This design comes from an exercise in tuning for small area on the open sky130 flow, not from production work. In this exercise RTL edits were held to simulation tests only and were not proved equivalent to the original. No activity file was given, so power comes from the tool's default toggle rates.

## run 1
Design lc3_core, start of the top module:
module lc3_core (
    input  wire        clk,
    input  wire        reset,         
    output wire        mem_req,
    output wire        mem_we,
    output wire [15:0] mem_addr,
    output wire [15:0] mem_wdata,
    input  wire [15:0] mem_rdata,
    input  wire        mem_ready,
    input  wire        kbd_avail,
    input  wire [7:0]  kbd_char,
    output wire        kbd_take,
    output wire        disp_emit,
    output wire [7:0]  disp_char,
    output wire        halted,
    output wire        double_fault
);
Size: about 830 cells after synthesis, roughly 230 flip-flops, roughly 74 I/O pins, roughly 8000 sq um of cells after synthesis.
export LEC_CHECK = 0
export ABC_AREA = 1
export CAP_MARGIN = 20
export CORE_MARGIN = 2
export CORE_UTILIZATION = 50
export GPL_TIMING_DRIVEN = 0
export SLEW_MARGIN = 20
create_clock -name core_clock -period 10.0 [get_ports {clk}]
standard.sh (not shown) runs the stock make flow with config.mk's settings and CLKGATE_MAP_FILE= SYNTH_SCRIPT=/design/flow/synth_recipe.tcl, a recipe that flattens the netlist after the stock synthesis.
==> flow/flow/run.sh <==
#!/bin/bash
# standard layout; smallest port buffers; CTS without dummy loads
set -euo pipefail
export BUFFER_PORTS_ARGS="-buffer_cell sky130_fd_sc_hd__buf_1"
export CTS_ARGS="-sink_clustering_enable -repair_clock_nets -dont_use_dummy_load -sink_clustering_size 30 -sink_clustering_max_diameter 80 -buf_list {sky130_fd_sc_hd__clkbuf_16}"
bash standard.sh > flow_standard.log 2>&1
Run 1: full flow OK, the timing, DRC and antenna checks passed
Inputs modified between run 1 and run 2:
Settings: GPL_TIMING_DRIVEN removed (was 0).
==> flow/flow/run.sh <==
#!/bin/bash
# standard layout; smallest port buffers; CTS without dummy loads
set -euo pipefail
export BUFFER_PORTS_ARGS="-buffer_cell sky130_fd_sc_hd__buf_1"
export CTS_ARGS="-sink_clustering_enable -repair_clock_nets -dont_use_dummy_load -sink_clustering_size 22 -sink_clustering_max_diameter 70 -buf_list {sky130_fd_sc_hd__clkbuf_8} -root_buf sky130_fd_sc_hd__clkbuf_16"
bash standard.sh > flow_standard.log 2>&1
==> comparison <==
Run 2 ended with less worst hold slack than run 1.
Relative contribution of the clock network to total power (lower): run 2
Between run 2 and run 1, it is run 2 whose post-layout instance area is lower, by about 1.9%.
Summary of run 2 over run 1: overall power -3.8%, critical path depth -2, maximum frequency -5.2%.
For run 1, the library cell contributing the largest single delay on the critical path was sky130_fd_sc_hd__dfxtp_1, unlike run 2, where it was sky130_fd_sc_hd__or4_1.
Comparing run 1 and run 2, the higher minimum setup slack in the final design was measured on run 1.
Sort run 1 and run 2 by utilization after layout asc -> top: run 2
In the flow results for run 1 and run 2, the final critical-path share of the clock period is smaller on run 1.
Actual transition at the worst max-transition pin was lower in run 1 than in run 2.
What run 3 does differently from run 2 at the input level:
==> flow/flow/run.sh <==
#!/bin/bash
# standard layout; smallest port buffers; CTS without dummy loads
set -euo pipefail
export BUFFER_PORTS_ARGS="-buffer_cell sky130_fd_sc_hd__buf_1"
export CTS_ARGS="-sink_clustering_enable -repair_clock_nets -dont_use_dummy_load -sink_clustering_size 30 -sink_clustering_max_diameter 80 -buf_list {sky130_fd_sc_hd__clkbuf_16}"
bash standard.sh > flow_standard.log 2>&1
==> comparison <==
Of run 3 and run 2, the lower transition at the pin with the smallest max-transition slack belongs to run 3.
Going from run 2 to run 3, the global-route usage was found to have gone down by 0.25 points.
Run 3 vs run 2 on reg-to-reg setup timing slack: run 3 is the lower one.
Comparing run 3 and run 2, the lower share of power burned in the clock network is on run 2.
From run 2 to run 3 the numbers moved as follows: proportion of layout cells with a drive suffix above 1 decreased by 0.32 points relative to the old numbers; switching part of the total power decreased by 0.80 points relative to the old numbers.
diff inputs: run 3 => run 4
==> flow/flow/run.sh <==
#!/bin/bash
# standard layout; smallest port buffers; CTS without dummy loads
set -euo pipefail
export BUFFER_PORTS_ARGS="-buffer_cell sky130_fd_sc_hd__buf_1"
export CTS_ARGS="-sink_clustering_enable -repair_clock_nets -dont_use_dummy_load -sink_clustering_size 12 -sink_clustering_max_diameter 40 -buf_list {sky130_fd_sc_hd__clkbuf_4} -root_buf sky130_fd_sc_hd__clkbuf_8 -tree_buf sky130_fd_sc_hd__clkbuf_8"
bash standard.sh > flow_standard.log 2>&1
Results
Looking at routed wire length, run 4 sits above run 3.
Overall track demand over capacity in global routing: run 4 higher than run 3
Summary: with run 3 as the reference, via count in run 4 moved up slightly.
No run among run 4 and run 3 stopped early or left any final violation; all are clean.
Total number of nets in the final design (run 4 vs. run 3) increases by a few percent
Transition time at the pin with the least slew margin: run 4 higher than run 3
On sequential share of layout area, run 3 tracks run 4 almost exactly.
Going from run 3 to run 4, the post-route fraction of the period consumed by the critical path was found to have gone up by 0.54 points.
From run 3 to run 4 the numbers moved as follows: part of the power in registers rose 0.6 points, switching fraction of total power now sits higher, met2 wirelength from detailed routing has decreased.
Relative to run 3, top achievable clock speed decreased by 1.1% in run 4.

Another version of the RTL of lc3_core (not shown whole).
For scale: about 860 cells after synthesis, roughly 230 flip-flops, about 74 I/O pins.
export LEC_CHECK = 0
export ABC_AREA = 1
export CAP_MARGIN = 20
export CORE_MARGIN = 2
export CORE_UTILIZATION = 50
export SLEW_MARGIN = 20
create_clock -name core_clock -period 10.0 [get_ports {clk}]
==> flow/flow/run.sh <==
#!/bin/bash
# standard layout; smallest port buffers; CTS without dummy loads
set -euo pipefail
export BUFFER_PORTS_ARGS="-buffer_cell sky130_fd_sc_hd__buf_1"
export CTS_ARGS="-sink_clustering_enable -repair_clock_nets -dont_use_dummy_load -sink_clustering_size 20 -sink_clustering_max_diameter 60 -buf_list {sky130_fd_sc_hd__clkbuf_8 sky130_fd_sc_hd__clkbuf_16}"
bash standard.sh > flow_standard.log 2>&1
Change:
==> flow/flow/run.sh (replaced) <==
#!/bin/bash
# standard layout; smallest port buffers; CTS without dummy loads
set -euo pipefail
export BUFFER_PORTS_ARGS="-buffer_cell sky130_fd_sc_hd__buf_1"
export CTS_ARGS="-sink_clustering_enable -repair_clock_nets -dont_use_dummy_load -sink_clustering_size 30 -sink_clustering_max_diameter 80 -buf_list {sky130_fd_sc_hd__clkbuf_16}"
bash standard.sh > flow_standard.log 2>&1
Outcome:
- combinational power stays flat
- non-clock buffer count does not change
- sequential power barely changes
- worst setup slack gets better by 9.9 ps
- maximum frequency barely changes
- count of clock-buffer cells in the layout is lower by 4
- global-route usage is lower by 0.22 points
- flip-flop and latch count is unchanged
- sequential share of layout area is higher by 0.65 points
- routed wire length is lower slightly
- worst hold slack gets worse by 5.1 ps
Change:
==> flow/flow/run.sh (replaced) <==
#!/bin/bash
# standard layout; smallest port buffers; CTS without dummy loads
set -euo pipefail
export BUFFER_PORTS_ARGS="-buffer_cell sky130_fd_sc_hd__buf_1"
export CTS_ARGS="-sink_clustering_enable -repair_clock_nets -dont_use_dummy_load -sink_clustering_size 40 -sink_clustering_max_diameter 70 -buf_list {sky130_fd_sc_hd__clkbuf_16}"
bash standard.sh > flow_standard.log 2>&1
=> Cell area hardly moves; maximum frequency is lower by 0.43%; routed wire length is lower by 0.53%; flip-flop and latch count is unchanged; sequential power barely changes; utilization is higher by 0.16 points; total power is higher by 1.1%; first-iteration DRC count is lower by 4.0%; register-to-register slack improves by 30 ps; clock skew is higher by 22 ps; final cell count stays flat.

==> separate check: timing with driven ports <==
The flow's constraints put no driver on any port. The routed layouts listed below were extracted and timed again, unchanged, in two steps.
Step 1 sets driving cells, clkbuf_16 on the clock port and buf_2 on the other inputs (assumed; they add their load-dependent delay and slew).
Step 2 also shifts input and output timing later by t, the mid clock arrival at the registers, as if the neighbouring blocks saw the same clock.
Three values: ideal, step 1, step 2; two values: the first two.
run	t (ns)	slack for setup (ns)	worst hold slack (ns)	clock arrival spread, ns	worst data-port slew with drivers (ns)
run 1	0.506	5.386 / 5.341 / 5.394	0.324 / 0.324 / 0.324	0.041 / 0.041	0.04
run 2	0.503	5.132 / 5.091 / 5.424	0.283 / 0.283 / 0.283	0.038 / 0.038	0.03
run 3	0.493	5.184 / 5.143 / 5.433	0.309 / 0.309 / 0.309	0.024 / 0.025	0.04
run 4	0.518	5.129 / 5.091 / 5.422	0.274 / 0.274 / 0.274	0.064 / 0.064	0.04
the first run of note 2	0.510	5.394 / 5.372 / 5.372	0.317 / 0.317 / 0.317	0.043 / 0.044	0.03
the second run of note 2	0.503	5.404 / 5.382 / 5.382	0.312 / 0.312 / 0.312	0.023 / 0.024	0.03
the third run of note 2	0.504	5.384 / 5.362 / 5.362	0.289 / 0.289 / 0.289	0.047 / 0.047	0.03
After both steps every run listed still meets setup and hold.
